This design comes from an exercise in tuning for small area, a short achievable clock period and few clock cycles per item on the open sky130 flow, not from production work.
Only simulation tests tie the RTL to the original design; equivalence was not proved.

File: flow/design.v
module nb_pre (
    input  wire [72:0] s_acc,
    input  wire [72:0] c_acc,
    input  wire          first,
    input  wire   [62:0] w,
    input  wire [7:0] dig,
    output wire [72:0] pre_s,
    output wire [72:0] pre_c
);
    wire bd_one0 = dig[0] ^ 1'b0;
    wire bd_two0 = (dig[1] & ~dig[0] & ~1'b0) | (~dig[1] & dig[0] & 1'b0);
    wire bd_neg0 = dig[1];
    wire bd_one1 = dig[2] ^ dig[1];
    wire bd_two1 = (dig[3] & ~dig[2] & ~dig[1]) | (~dig[3] & dig[2] & dig[1]);
    wire bd_neg1 = dig[3];
    wire bd_one2 = dig[4] ^ dig[3];
    wire bd_two2 = (dig[5] & ~dig[4] & ~dig[3]) | (~dig[5] & dig[4] & dig[3]);
    wire bd_neg2 = dig[5];
    wire bd_one3 = dig[6] ^ dig[5];
    wire bd_two3 = (dig[7] & ~dig[6] & ~dig[5]) | (~dig[7] & dig[6] & dig[5]);
    wire bd_neg3 = dig[7];
    wire bd_one4 = 1'b0 ^ dig[7];
    wire bd_two4 = (1'b0 & ~1'b0 & ~dig[7]) | (~1'b0 & 1'b0 & dig[7]);
    wire bd_neg4 = 1'b0;
    wire [72:0] wd0_m = ({73{bd_one0}} & {10'd0, w}) | ({73{bd_two0}} & ({10'd0, w} << 1));
    wire [72:0] wd0 = (wd0_m ^ {73{bd_neg0}}) << 0;
    wire [72:0] wd1_m = ({73{bd_one1}} & {10'd0, w}) | ({73{bd_two1}} & ({10'd0, w} << 1));
    wire [72:0] wd1 = (wd1_m ^ {73{bd_neg1}}) << 2;
    wire [72:0] wd2_m = ({73{bd_one2}} & {10'd0, w}) | ({73{bd_two2}} & ({10'd0, w} << 1));
    wire [72:0] wd2 = (wd2_m ^ {73{bd_neg2}}) << 4;
    wire [72:0] wd3_m = ({73{bd_one3}} & {10'd0, w}) | ({73{bd_two3}} & ({10'd0, w} << 1));
    wire [72:0] wd3 = (wd3_m ^ {73{bd_neg3}}) << 6;
    wire [72:0] wd4_m = ({73{bd_one4}} & {10'd0, w}) | ({73{bd_two4}} & ({10'd0, w} << 1));
    wire [72:0] wd4 = (wd4_m ^ {73{bd_neg4}}) << 8;
    wire [7:0] wd_cor = {1'b0, bd_neg3, 1'b0, bd_neg2, 1'b0, bd_neg1, 1'b0, bd_neg0};
    wire [72:0] row_s = {(first ? 65'd0 : s_acc[64:0]), wd_cor};
    wire [72:0] row_c = {(first ? 65'd0 : c_acc[64:0]), 8'd0};
    wire [72:0] pre_l0_s0 = row_s ^ row_c ^ wd0;
    wire [72:0] pre_l0_c0_m = (row_s & row_c) | (row_s & wd0) | (row_c & wd0);
    wire [72:0] pre_l0_c0 = {pre_l0_c0_m[71:0], 1'b0};
    wire [72:0] pre_l0_s1 = wd1 ^ wd2 ^ wd3;
    wire [72:0] pre_l0_c1_m = (wd1 & wd2) | (wd1 & wd3) | (wd2 & wd3);
    wire [72:0] pre_l0_c1 = {pre_l0_c1_m[71:0], 1'b0};
    wire [72:0] pre_l1_s0 = pre_l0_s0 ^ pre_l0_c0 ^ pre_l0_s1;
    wire [72:0] pre_l1_c0_m = (pre_l0_s0 & pre_l0_c0) | (pre_l0_s0 & pre_l0_s1) | (pre_l0_c0 & pre_l0_s1);
    wire [72:0] pre_l1_c0 = {pre_l1_c0_m[71:0], 1'b0};
    wire [72:0] pre_l2_s0 = pre_l1_s0 ^ pre_l1_c0 ^ pre_l0_c1;
    wire [72:0] pre_l2_c0_m = (pre_l1_s0 & pre_l1_c0) | (pre_l1_s0 & pre_l0_c1) | (pre_l1_c0 & pre_l0_c1);
    wire [72:0] pre_l2_c0 = {pre_l2_c0_m[71:0], 1'b0};
    wire [72:0] pre_l3_s0 = pre_l2_s0 ^ pre_l2_c0 ^ wd4;
    wire [72:0] pre_l3_c0_m = (pre_l2_s0 & pre_l2_c0) | (pre_l2_s0 & wd4) | (pre_l2_c0 & wd4);
    wire [72:0] pre_l3_c0 = {pre_l3_c0_m[71:0], 1'b0};
    assign pre_s = pre_l3_s0;
    assign pre_c = pre_l3_c0;
endmodule
module nb_est (
    input  wire [14:0] s_top,
    input  wire [14:0] c_top,
    input  wire [11:0] r,
    output wire [26:0] est_s,
    output wire [26:0] est_c
);
    wire [14:0] at_raw = s_top + c_top;
    wire [14:0] at = (at_raw[14:13] == 2'b11) ? 15'd0 : at_raw;
    wire [26:0] er0 = r[0] ? ({12'd0, at} << 0) : 27'd0;
    wire [26:0] er1 = r[1] ? ({12'd0, at} << 1) : 27'd0;
    wire [26:0] er2 = r[2] ? ({12'd0, at} << 2) : 27'd0;
    wire [26:0] er3 = r[3] ? ({12'd0, at} << 3) : 27'd0;
    wire [26:0] er4 = r[4] ? ({12'd0, at} << 4) : 27'd0;
    wire [26:0] er5 = r[5] ? ({12'd0, at} << 5) : 27'd0;
    wire [26:0] er6 = r[6] ? ({12'd0, at} << 6) : 27'd0;
    wire [26:0] er7 = r[7] ? ({12'd0, at} << 7) : 27'd0;
    wire [26:0] er8 = r[8] ? ({12'd0, at} << 8) : 27'd0;
    wire [26:0] er9 = r[9] ? ({12'd0, at} << 9) : 27'd0;
    wire [26:0] er10 = r[10] ? ({12'd0, at} << 10) : 27'd0;
    wire [26:0] er11 = r[11] ? ({12'd0, at} << 11) : 27'd0;
    wire [26:0] est_l0_s0 = er0 ^ er1 ^ er2;
    wire [26:0] est_l0_c0_m = (er0 & er1) | (er0 & er2) | (er1 & er2);
    wire [26:0] est_l0_c0 = {est_l0_c0_m[25:0], 1'b0};
    wire [26:0] est_l0_s1 = er3 ^ er4 ^ er5;
    wire [26:0] est_l0_c1_m = (er3 & er4) | (er3 & er5) | (er4 & er5);
    wire [26:0] est_l0_c1 = {est_l0_c1_m[25:0], 1'b0};
    wire [26:0] est_l0_s2 = er6 ^ er7 ^ er8;
    wire [26:0] est_l0_c2_m = (er6 & er7) | (er6 & er8) | (er7 & er8);
    wire [26:0] est_l0_c2 = {est_l0_c2_m[25:0], 1'b0};
    wire [26:0] est_l0_s3 = er9 ^ er10 ^ er11;
    wire [26:0] est_l0_c3_m = (er9 & er10) | (er9 & er11) | (er10 & er11);
    wire [26:0] est_l0_c3 = {est_l0_c3_m[25:0], 1'b0};
    wire [26:0] est_l1_s0 = est_l0_s0 ^ est_l0_c0 ^ est_l0_s1;
    wire [26:0] est_l1_c0_m = (est_l0_s0 & est_l0_c0) | (est_l0_s0 & est_l0_s1) | (est_l0_c0 & est_l0_s1);
    wire [26:0] est_l1_c0 = {est_l1_c0_m[25:0], 1'b0};
    wire [26:0] est_l1_s1 = est_l0_c1 ^ est_l0_s2 ^ est_l0_c2;
    wire [26:0] est_l1_c1_m = (est_l0_c1 & est_l0_s2) | (est_l0_c1 & est_l0_c2) | (est_l0_s2 & est_l0_c2);
    wire [26:0] est_l1_c1 = {est_l1_c1_m[25:0], 1'b0};
    wire [26:0] est_l2_s0 = est_l1_s0 ^ est_l1_c0 ^ est_l1_s1;
    wire [26:0] est_l2_c0_m = (est_l1_s0 & est_l1_c0) | (est_l1_s0 & est_l1_s1) | (est_l1_c0 & est_l1_s1);
    wire [26:0] est_l2_c0 = {est_l2_c0_m[25:0], 1'b0};
    wire [26:0] est_l2_s1 = est_l1_c1 ^ est_l0_s3 ^ est_l0_c3;
    wire [26:0] est_l2_c1_m = (est_l1_c1 & est_l0_s3) | (est_l1_c1 & est_l0_c3) | (est_l0_s3 & est_l0_c3);
    wire [26:0] est_l2_c1 = {est_l2_c1_m[25:0], 1'b0};
    wire [26:0] est_l3_s0 = est_l2_s0 ^ est_l2_c0 ^ est_l2_s1;
    wire [26:0] est_l3_c0_m = (est_l2_s0 & est_l2_c0) | (est_l2_s0 & est_l2_s1) | (est_l2_c0 & est_l2_s1);
    wire [26:0] est_l3_c0 = {est_l3_c0_m[25:0], 1'b0};
    wire [26:0] est_l4_s0 = est_l3_s0 ^ est_l3_c0 ^ est_l2_c1;
    wire [26:0] est_l4_c0_m = (est_l3_s0 & est_l3_c0) | (est_l3_s0 & est_l2_c1) | (est_l3_c0 & est_l2_c1);
    wire [26:0] est_l4_c0 = {est_l4_c0_m[25:0], 1'b0};
    assign est_s = est_l4_s0;
    assign est_c = est_l4_c0;
endmodule
module nb_mrg (
    input  wire [26:0] ps,
    input  wire [26:0] pc,
    input  wire [72:0] p0,
    input  wire [72:0] p1,
    input  wire   [62:0] qn,
    input  wire   [63:0] nq,
    output wire [72:0] mrg_s,
    output wire [72:0] mrg_c
);
    wire [26:0] prod = ps + pc;
    wire [9:0] qe = prod[25:16];
    wire bq_one0 = qe[0] ^ 1'b0;
    wire bq_two0 = (qe[1] & ~qe[0] & ~1'b0) | (~qe[1] & qe[0] & 1'b0);
    wire bq_neg0 = qe[1];
    wire bq_one1 = qe[2] ^ qe[1];
    wire bq_two1 = (qe[3] & ~qe[2] & ~qe[1]) | (~qe[3] & qe[2] & qe[1]);
    wire bq_neg1 = qe[3];
    wire bq_one2 = qe[4] ^ qe[3];
    wire bq_two2 = (qe[5] & ~qe[4] & ~qe[3]) | (~qe[5] & qe[4] & qe[3]);
    wire bq_neg2 = qe[5];
    wire bq_one3 = qe[6] ^ qe[5];
    wire bq_two3 = (qe[7] & ~qe[6] & ~qe[5]) | (~qe[7] & qe[6] & qe[5]);
    wire bq_neg3 = qe[7];
    wire bq_one4 = qe[8] ^ qe[7];
    wire bq_two4 = (qe[9] & ~qe[8] & ~qe[7]) | (~qe[9] & qe[8] & qe[7]);
    wire bq_neg4 = qe[9];
    wire bq_one5 = 1'b0 ^ qe[9];
    wire bq_two5 = (1'b0 & ~1'b0 & ~qe[9]) | (~1'b0 & 1'b0 & qe[9]);
    wire bq_neg5 = 1'b0;
    wire [72:0] qr0_p = ({73{bq_one0}} & {{9{1'b1}}, nq}) | ({73{bq_two0}} & ({{9{1'b1}}, nq} << 1));
    wire [72:0] qr0_n = ({73{bq_one0}} & {10'd0, qn}) | ({73{bq_two0}} & ({10'd0, qn} << 1));
    wire [72:0] qr0 = (bq_neg0 ? qr0_n : qr0_p) << 8;
    wire [72:0] qr1_p = ({73{bq_one1}} & {{9{1'b1}}, nq}) | ({73{bq_two1}} & ({{9{1'b1}}, nq} << 1));
    wire [72:0] qr1_n = ({73{bq_one1}} & {10'd0, qn}) | ({73{bq_two1}} & ({10'd0, qn} << 1));
    wire [72:0] qr1 = (bq_neg1 ? qr1_n : qr1_p) << 10;
    wire [72:0] qr2_p = ({73{bq_one2}} & {{9{1'b1}}, nq}) | ({73{bq_two2}} & ({{9{1'b1}}, nq} << 1));
    wire [72:0] qr2_n = ({73{bq_one2}} & {10'd0, qn}) | ({73{bq_two2}} & ({10'd0, qn} << 1));
    wire [72:0] qr2 = (bq_neg2 ? qr2_n : qr2_p) << 12;
    wire [72:0] qr3_p = ({73{bq_one3}} & {{9{1'b1}}, nq}) | ({73{bq_two3}} & ({{9{1'b1}}, nq} << 1));
    wire [72:0] qr3_n = ({73{bq_one3}} & {10'd0, qn}) | ({73{bq_two3}} & ({10'd0, qn} << 1));
    wire [72:0] qr3 = (bq_neg3 ? qr3_n : qr3_p) << 14;
    wire [72:0] qr4_p = ({73{bq_one4}} & {{9{1'b1}}, nq}) | ({73{bq_two4}} & ({{9{1'b1}}, nq} << 1));
    wire [72:0] qr4_n = ({73{bq_one4}} & {10'd0, qn}) | ({73{bq_two4}} & ({10'd0, qn} << 1));
    wire [72:0] qr4 = (bq_neg4 ? qr4_n : qr4_p) << 16;
    wire [72:0] qr5_p = ({73{bq_one5}} & {{9{1'b1}}, nq}) | ({73{bq_two5}} & ({{9{1'b1}}, nq} << 1));
    wire [72:0] qr5_n = ({73{bq_one5}} & {10'd0, qn}) | ({73{bq_two5}} & ({10'd0, qn} << 1));
    wire [72:0] qr5 = (bq_neg5 ? qr5_n : qr5_p) << 18;
    wire [72:0] mrg_l0_s0 = p0 ^ p1 ^ qr0;
    wire [72:0] mrg_l0_c0_m = (p0 & p1) | (p0 & qr0) | (p1 & qr0);
    wire [72:0] mrg_l0_c0 = {mrg_l0_c0_m[71:0], 1'b0};
    wire [72:0] mrg_l0_s1 = qr1 ^ qr2 ^ qr3;
    wire [72:0] mrg_l0_c1_m = (qr1 & qr2) | (qr1 & qr3) | (qr2 & qr3);
    wire [72:0] mrg_l0_c1 = {mrg_l0_c1_m[71:0], 1'b0};
    wire [72:0] mrg_l1_s0 = mrg_l0_s0 ^ mrg_l0_c0 ^ mrg_l0_s1;
    wire [72:0] mrg_l1_c0_m = (mrg_l0_s0 & mrg_l0_c0) | (mrg_l0_s0 & mrg_l0_s1) | (mrg_l0_c0 & mrg_l0_s1);
    wire [72:0] mrg_l1_c0 = {mrg_l1_c0_m[71:0], 1'b0};
    wire [72:0] mrg_l1_s1 = mrg_l0_c1 ^ qr4 ^ qr5;
    wire [72:0] mrg_l1_c1_m = (mrg_l0_c1 & qr4) | (mrg_l0_c1 & qr5) | (qr4 & qr5);
    wire [72:0] mrg_l1_c1 = {mrg_l1_c1_m[71:0], 1'b0};
    wire [72:0] mrg_l2_s0 = mrg_l1_s0 ^ mrg_l1_c0 ^ mrg_l1_s1;
    wire [72:0] mrg_l2_c0_m = (mrg_l1_s0 & mrg_l1_c0) | (mrg_l1_s0 & mrg_l1_s1) | (mrg_l1_c0 & mrg_l1_s1);
    wire [72:0] mrg_l2_c0 = {mrg_l2_c0_m[71:0], 1'b0};
    wire [72:0] mrg_l3_s0 = mrg_l2_s0 ^ mrg_l2_c0 ^ mrg_l1_c1;
    wire [72:0] mrg_l3_c0_m = (mrg_l2_s0 & mrg_l2_c0) | (mrg_l2_s0 & mrg_l1_c1) | (mrg_l2_c0 & mrg_l1_c1);
    wire [72:0] mrg_l3_c0 = {mrg_l3_c0_m[71:0], 1'b0};
    assign mrg_s = mrg_l3_s0;
    assign mrg_c = mrg_l3_c0;
endmodule
module nb_fu (
    input  wire [63:0] a,
    input  wire [63:0] b,
    input  wire [63:0] c,
    input  wire        cin,
    input  wire        selb,
    output wire [62:0] res
);
    wire [63:0] r1 = a + b + {63'd0, cin};
    wire [63:0] ks = a ^ b ^ c;
    wire [63:0] km = (a & b) | (a & c) | (b & c);
    wire [63:0] r2 = ks + {km[62:0], 1'b1};
    wire take2 = selb ? r1[63] : !r2[63];
    assign res = take2 ? r2[62:0] : r1[62:0];
endmodule
module nb_shl (
    input  wire [62:0] x,
    input  wire  [5:0] sh,
    output wire [62:0] y
);
    assign y = x << sh;
endmodule
module ntt_butterfly_core (
    input  wire        clk,
    input  wire        rst,
    input  wire        in_valid,
    output wire        in_ready,
    input  wire [63:0] in_u,
    input  wire [63:0] in_v,
    input  wire [63:0] in_w,
    input  wire [63:0] in_q,
    output reg         out_valid,
    output wire [63:0] out_a,
    output wire [63:0] out_b
);
    reg  [62:0] q_cur;           
    reg         qv;              
    reg         qm_r;            
    reg   [5:0] s_r;             
    reg  [62:0] qn_r;            
    reg  [63:0] nq_r;            
    reg [11:0] r_r;             
    reg [3:0] d_r;             
    reg [3:0] vsh_r;           
    reg         pc_busy;         
    reg         pc_p1;           
    reg         pc_p2;           
    reg   [3:0] pc_cnt;          
    reg  [16:0] dv_rem;          
    reg  [62:0] w_a;
    reg [63:0] v_a;
    reg  [62:0] u_a;
    reg [3:0] cnt_a;           
    reg         val_a, first_a;
    reg [72:0] s_acc, c_acc;   
    reg  [62:0] w_b;
    reg [63:0] v_b;
    reg  [62:0] u_b;
    reg [3:0] cnt_b;
    reg         val_b;
    reg [72:0] p0_r, p1_r;     
    reg [26:0] ps_r, pc_r;     
    reg         xv;              
    reg  [62:0] t_r, u2_r;         
    reg         t2v, t3v;
    reg   [1:0] gap;             
    reg         tv;
    reg  [62:0] oa_r;
    wire fin_b   = val_b && (cnt_b == 4'd0);
    wire ret_b   = val_b && (cnt_b != 4'd0);
    assign in_ready = !ret_b && qm_r && qv && !pc_busy && (gap == 2'd0);
    wire accept  = in_valid && in_ready;
    wire pc_start = in_valid && !(qm_r && qv) && !pc_busy && !val_a && !val_b && !xv && !tv && !t2v && !t3v;
    wire [72:0] pre_s, pre_c, mrg_s, mrg_c;
    wire [26:0] est_s, est_c;
    nb_pre u_pre (.s_acc(s_acc), .c_acc(c_acc), .first(first_a), .w(w_a),
                  .dig(v_a[63:56]), .pre_s(pre_s), .pre_c(pre_c));
    nb_est u_est (.s_top(s_acc[72:58]), .c_top(c_acc[72:58]),
                  .r(first_a ? 12'd0 : r_r), .est_s(est_s), .est_c(est_c));
    nb_mrg u_mrg (.ps(ps_r), .pc(pc_r), .p0(p0_r), .p1(p1_r), .qn(qn_r), .nq(nq_r),
                  .mrg_s(mrg_s), .mrg_c(mrg_c));
    reg [5:0] clz;
    integer i;
    always @(*) begin
        clz = 6'd63;
        for (i = 0; i < 63; i = i + 1)
            if (q_cur[i]) clz = 6'd62 - i[5:0];
    end
    wire [62:0] sh_out;
    nb_shl u_shl (.x(pc_p1 ? q_cur : in_w[62:0]), .sh(pc_p1 ? clz : s_r), .y(sh_out));
    wire  [6:0] nbits  = 7'd63 - {1'b0, clz};
    wire  [6:0] ndig   = (nbits + 7'd7) / 7'd8;
    wire  [6:0] dsel   = (ndig < 7'd4) ? 7'd4 : ndig;
    reg  [16:0] dv;              
    wire [17:0] dv_d1 = {dv_rem, 1'b0};
    wire [17:0] dv_s1 = dv_d1 - {1'b0, dv};
    wire        dv_b1 = !dv_s1[17];
    wire [16:0] dv_r1 = dv_b1 ? dv_s1[16:0] : dv_d1[16:0];
    wire [17:0] dv_d2 = {dv_r1, 1'b0};
    wire [17:0] dv_s2 = dv_d2 - {1'b0, dv};
    wire        dv_b2 = !dv_s2[17];
    wire [16:0] dv_r2 = dv_b2 ? dv_s2[16:0] : dv_d2[16:0];
    wire [62:0] fu_res;
    nb_fu u_fu (.a(xv ? s_acc[71:8] : {1'b0, u2_r}),
                .b(xv ? c_acc[71:8] : ({1'b0, t_r} ^ {64{t3v}})),
                .c(xv ? ~{1'b0, qn_r} : ({1'b0, q_cur} ^ {64{!t3v}})),
                .cin(t3v), .selb(t3v), .res(fu_res));
    assign out_a = {1'b0, oa_r};
    assign out_b = {1'b0, t_r};
    always @(posedge clk) begin
        qm_r <= (in_q[62:0] == q_cur) && !accept;
        if (rst) begin
            qv <= 1'b0; pc_busy <= 1'b0; pc_p1 <= 1'b0; pc_p2 <= 1'b0; pc_cnt <= 0;
            val_a <= 1'b0; val_b <= 1'b0; first_a <= 1'b0;
            xv <= 1'b0; tv <= 1'b0; t2v <= 1'b0; t3v <= 1'b0; out_valid <= 1'b0; gap <= 2'd0;
        end else begin
            if (pc_start) begin
                q_cur   <= in_q[62:0];
                qv      <= 1'b0;
                pc_busy <= 1'b1;
                pc_p1   <= 1'b1;
            end
            if (pc_p2) begin
                pc_p2  <= 1'b0;
                nq_r   <= 64'd0 - {1'b0, qn_r};
            end
            if (pc_p1) begin
                pc_p1  <= 1'b0;
                pc_p2  <= 1'b1;
                s_r    <= clz;
                qn_r   <= sh_out;
                d_r    <= dsel[3:0];
                vsh_r  <= 8 - dsel[3:0];
                pc_cnt <= 6;
            end
            if (pc_p2) begin
                dv_rem <= 17'h08000;
                dv     <= {1'b0, qn_r[62:47]} + 17'd1;
            end
            if (pc_busy && !pc_p1 && !pc_p2 && pc_cnt != 0) begin
                dv_rem <= dv_r2;
                r_r    <= {r_r[9:0], dv_b1, dv_b2};
                pc_cnt <= pc_cnt - 1'b1;
                if (pc_cnt == 1) begin
                    pc_busy <= 1'b0;
                    qv <= 1'b1;
                end
            end
            val_b <= val_a;
            if (accept) begin
                val_a   <= 1'b1;
                first_a <= 1'b1;
            end else begin
                val_a   <= ret_b;
                first_a <= 1'b0;
            end
            xv <= fin_b;
            tv <= xv;
            t2v <= tv;
            t3v <= t2v;
            out_valid <= t3v;
            gap <= accept ? 2'd3 : (gap != 2'd0 ? gap - 2'd1 : 2'd0);
        end
        w_b   <= w_a;
        v_b   <= v_a << 8;
        u_b   <= u_a;
        cnt_b <= cnt_a;
        p0_r  <= pre_s;
        p1_r  <= pre_c;
        ps_r  <= est_s;
        pc_r  <= est_c;
        s_acc <= mrg_s;
        c_acc <= mrg_c;
        if (accept) begin
            w_a   <= sh_out;
            v_a   <= {in_v} << (8 * vsh_r);
            u_a   <= in_u[62:0];
            cnt_a <= d_r;
        end else begin
            w_a   <= w_b;
            v_a   <= v_b;
            u_a   <= u_b;
            cnt_a <= cnt_b - 1'b1;
        end
        if (fin_b) u2_r <= u_b;
        if (xv) t_r <= fu_res;
        if (tv) t_r <= t_r >> s_r;
        if (t2v) oa_r <= fu_res;
        if (t3v) t_r <= fu_res;
    end
endmodule
File: flow/run.sh
#!/bin/bash
# synth_recipe.tcl (not shown) runs the flow's synth.tcl, then flattens the netlist and writes it again
# the make line also repeats each setting of config.mk as NAME=value (left out here)
make -C /OpenROAD-flow-scripts/flow DESIGN_CONFIG=/design/flow/config.mk WORK_HOME=/design/flow/orfs CLKGATE_MAP_FILE= SYNTH_SCRIPT=/design/flow/synth_recipe.tcl finish
File: flow/config.mk
export PLATFORM = sky130hd
export DESIGN_NAME = ntt_butterfly_core
export DESIGN_NICKNAME = ntt_butterfly_core
export VERILOG_FILES = /design/flow/design.v
export SDC_FILE = /design/flow/constraint.sdc
export NUM_CORES = 4
export LEC_CHECK = 0
export CAP_MARGIN = 20
export CORE_MARGIN = 2
export CORE_UTILIZATION = 45
export SETUP_SLACK_MARGIN = 5
export SLEW_MARGIN = 20
export SYNTH_HIERARCHICAL = 1
File: flow/constraint.sdc
create_clock -name core_clock -period 11.0 [get_ports {clk}]
set_input_delay 2.2000 -clock core_clock [delete_from_list [all_inputs] [get_ports {clk}]]
set_output_delay 2.2000 -clock core_clock [all_outputs]
set_load 0.01 [all_outputs]
==> impl_results.md <==
* Status: finished clean
* CTS Sinks at 1,181
* Port bufs at 383
* Vias per inst at roughly 6.4
* Die X at 477 µm
* Clk pin slew, worst setup/hold paths at 0.06 ns
* Crit start category: register
* Worst Path Max Fanout at 27
* Mapped Cells at 10,500
* HPWL after DPL at 307 mm
* Global-route met1 utilization at 0.460
* Area grow syn2layout at 11.6%
* Post-synthesis average cell area at 9.61 µm²
* Crit path time final at 6.04 ns
* Placed cells at about 13,000
* Clk latency of the worst-skew pair at approximately 0.83 ns
* Relative slew margins at 0.108
* Hold Crit Class: reg -> reg
* Post-synthesis cell area at 101,000 µm²
* Core area at between 200,000 and 250,000 µm²
* Finished Layout Cells at ~13,000
* Nets at 11,700
* Unrepaired setup endpoints after global routing: true
* CTS tree: built
* WS Path Type: reg -> reg
* I/O Pins at approximately 390
* Max_cap viols at 0
* Die H at 477 µm
* DR pass1 iterations at 9
* Crit path max-delay family: compound AO/OA/AOI/OAI gates
* Fillers at around 21,000
* Row cnt at 173
* Largest net degree at the start of global routing at roughly 210
* Hold Buf Count CTS at 0
* WP buf/inv at 3
* GRT Util Overall at 0.354
* Initial DRC Count at 10,400
* Met3 GRT Util at 0.0909
* Drt total wl at 417 mm
* Least-Margin Pin Slew at 1.33 ns
* Slew Viols, Final at 0
* # DRC at 0
* GR Layer Usage met2 at 0.536
* Endpoints failing hold at 0
* Setup Skew at 0.0438 ns
* Wire per inst at about 31 µm
* FMAX at 165 MHz
* Fin util at 0.506
* Crit path arrival time at about 6.6 ns
* Final setup fails at 0
* First-pass GRT wire length at 597 mm
* Max clock buf depth at 3
* CP Cell Sequence: buf_16 -> mux2_2 -> ha_1 -> a21o_1 -> or3_1 -> o221ai_1 -> o21ai_0 -> a21bo_2 -> a21oi_1 -> a21oi_2 -> a21oi_1 -> o31ai_4 -> xnor2_4 -> buf_12 -> buf_16 -> mux2_2 -> a22o_1
* H-tree depth at 4
* Setup TNS at 0 ns
* Placer Congestion at 0.998
* Vias in the first global route at 83,500
* Routed via count at approximately 86,000
* Setup crit end kind: register
* Die Footprint at between 200,000 and 250,000 µm²
* Initial core utilization at 0.453
* Synth warn at 7
* ANT nets after route at 0
* Gr ovfl total at 0
* CP Data Required Time at 11.59 ns
* Layout cells sized above 1 at 0.105
* Final period utilization at 0.550
* CTS root buffer: clkbuf_16
* Number of CTS-inserted buffers at ~140
* Slowest stage delay, CP at 0.72 ns
* Initial antenna violation count at 29
* GRT busiest layer: met2
* Slowest library cell on the worst path: a21oi_1
state kept, by name, summed over array words and instances (netlist names), 26 cells and up:
register / flops
qn_r: 63
w_a: 63
t_r: 63
q_cur: 63
v_a: 64
u_b: 63
pc_r: 26
c_acc: 73
p1_r: 73
oa_r: 63
u2_r: 63
p0_r: 73
v_b: 56
ps_r: 26
nq_r: 64
u_a: 63
w_b: 63
s_acc: 73
routing by layer:
layer | vias up | wire, µm
met5 | - | 160
met4 | 10 | 29100
met3 | 1054 | 43800
met2 | 5149 | 181000
met1 | 42800 | 163000
li1 | 36900 | -
final cells by class:
type | instances | area [µm²] | area share
Antenna cell | 10 | 25.0 | 0.000222
Clock buffer | 186 | 4050 | 0.0360
Clock inverter | 74 | 896 | 0.00796
Inverter | 744 | 2810 | 0.0249
Multi-Input combinational cell | 7552 | 66600 | 0.592
Sequential cell | 1181 | 28100 | 0.249
Tap cell | 2975 | 3720 | 0.0331
Timing Repair Buffer | 618 | 6370 | 0.0566
worst register-to-register path, cell delays in order (launching register included):
cell	delay, ns
dfxtp_4	0.52
buf_16	0.24
mux2_2	0.46
ha_1	0.41
a21o_1	0.22
or3_1	0.34
o221ai_1	0.36
o21ai_0	0.21
a21bo_2	0.29
a21oi_1	0.73
a21oi_2	0.24
a21oi_1	0.48
o31ai_4	0.16
xnor2_4	0.21
buf_12	0.19
buf_16	0.19
mux2_2	0.36
a22o_1	0.21
cells in the final DEF, fill, tap and decap left out, types with 134 or more instances in the layout:
master,n
and3_1,147
clkbuf_16,157
edfxtp_1,438
dfxtp_1,730
xnor2_1,309
fa_1,877
mux2i_1,293
nand2_1,1059
ha_1,290
buf_4,173
clkdlybuf4s50_1,382
a21o_1,211
a22o_1,213
nand2b_1,159
inv_1,730
a221o_1,293
nor2_1,421
a21oi_1,363
o21ai_0,530
mux2_2,225
o21ai_1,134
worst paths after layout:
check / cells after the start / endpoint / slack [ns] / startpoint
setup / recovery: 17 / t_r[34] / 4.96 / xv
hold / removal: 0 / u_b[1] / 0.31 / u_a[1]
setup reg to reg: 17 / t_r[34] / 4.96 / xv
hold reg to reg: 0 / u_b[1] / 0.31 / u_a[1]
metrics by stage:
step | hold slack (ns) | area, µm² | setup WS (ns)
after floorplan | 0.310 | 101000 | 5.00
after detailed placement | 0.312 | 106000 | 2.76
after CTS | 0.309 | 112000 | 4.98
after global placement | 0.310 | 106000 | 2.72
after global routing | 0.323 | 113000 | 4.96
final | 0.305 | 113000 | 4.96
what timing repair did:
item                       CTS  global route
pin swaps                   12            20
cloned                      10             9
resized for setup           81           105
buffers inserted            16            24
setup endpoints to repair  286           250
Testbench counts, summed over its fixed seeds: cycles 21,184, items 2,560.

## static timing again, ports no longer ideal
The results above use ideal ports. As a check the final layout listed here was re-extracted and re-timed, cells and wires unchanged.
Step 1 sets driving cells, clkbuf_16 on the clock port and buf_2 on the other inputs (assumed; they add their load-dependent delay and slew).
Step 2 moves the port delays by t, midway between the first and last clock arrival at a register: inputs arrive t later, outputs are due t later. That takes back most of the time a late clock gives input paths.
Slacks: ideal ports / drivers / drivers and shift; pairs: ideal ports / drivers.
shift t [ns]: 0.917
setup WS [ns]: 4.955 / 4.955 / 4.955
worst setup path after step 2: register to register
worst data-port slew with drivers (ns): 0.19
pins driven straight from the clock port: 1
After both steps setup and hold are still met in this run. The setup slack of this run moves by 0.000 ns with the drivers and by 0.000 ns with both steps.
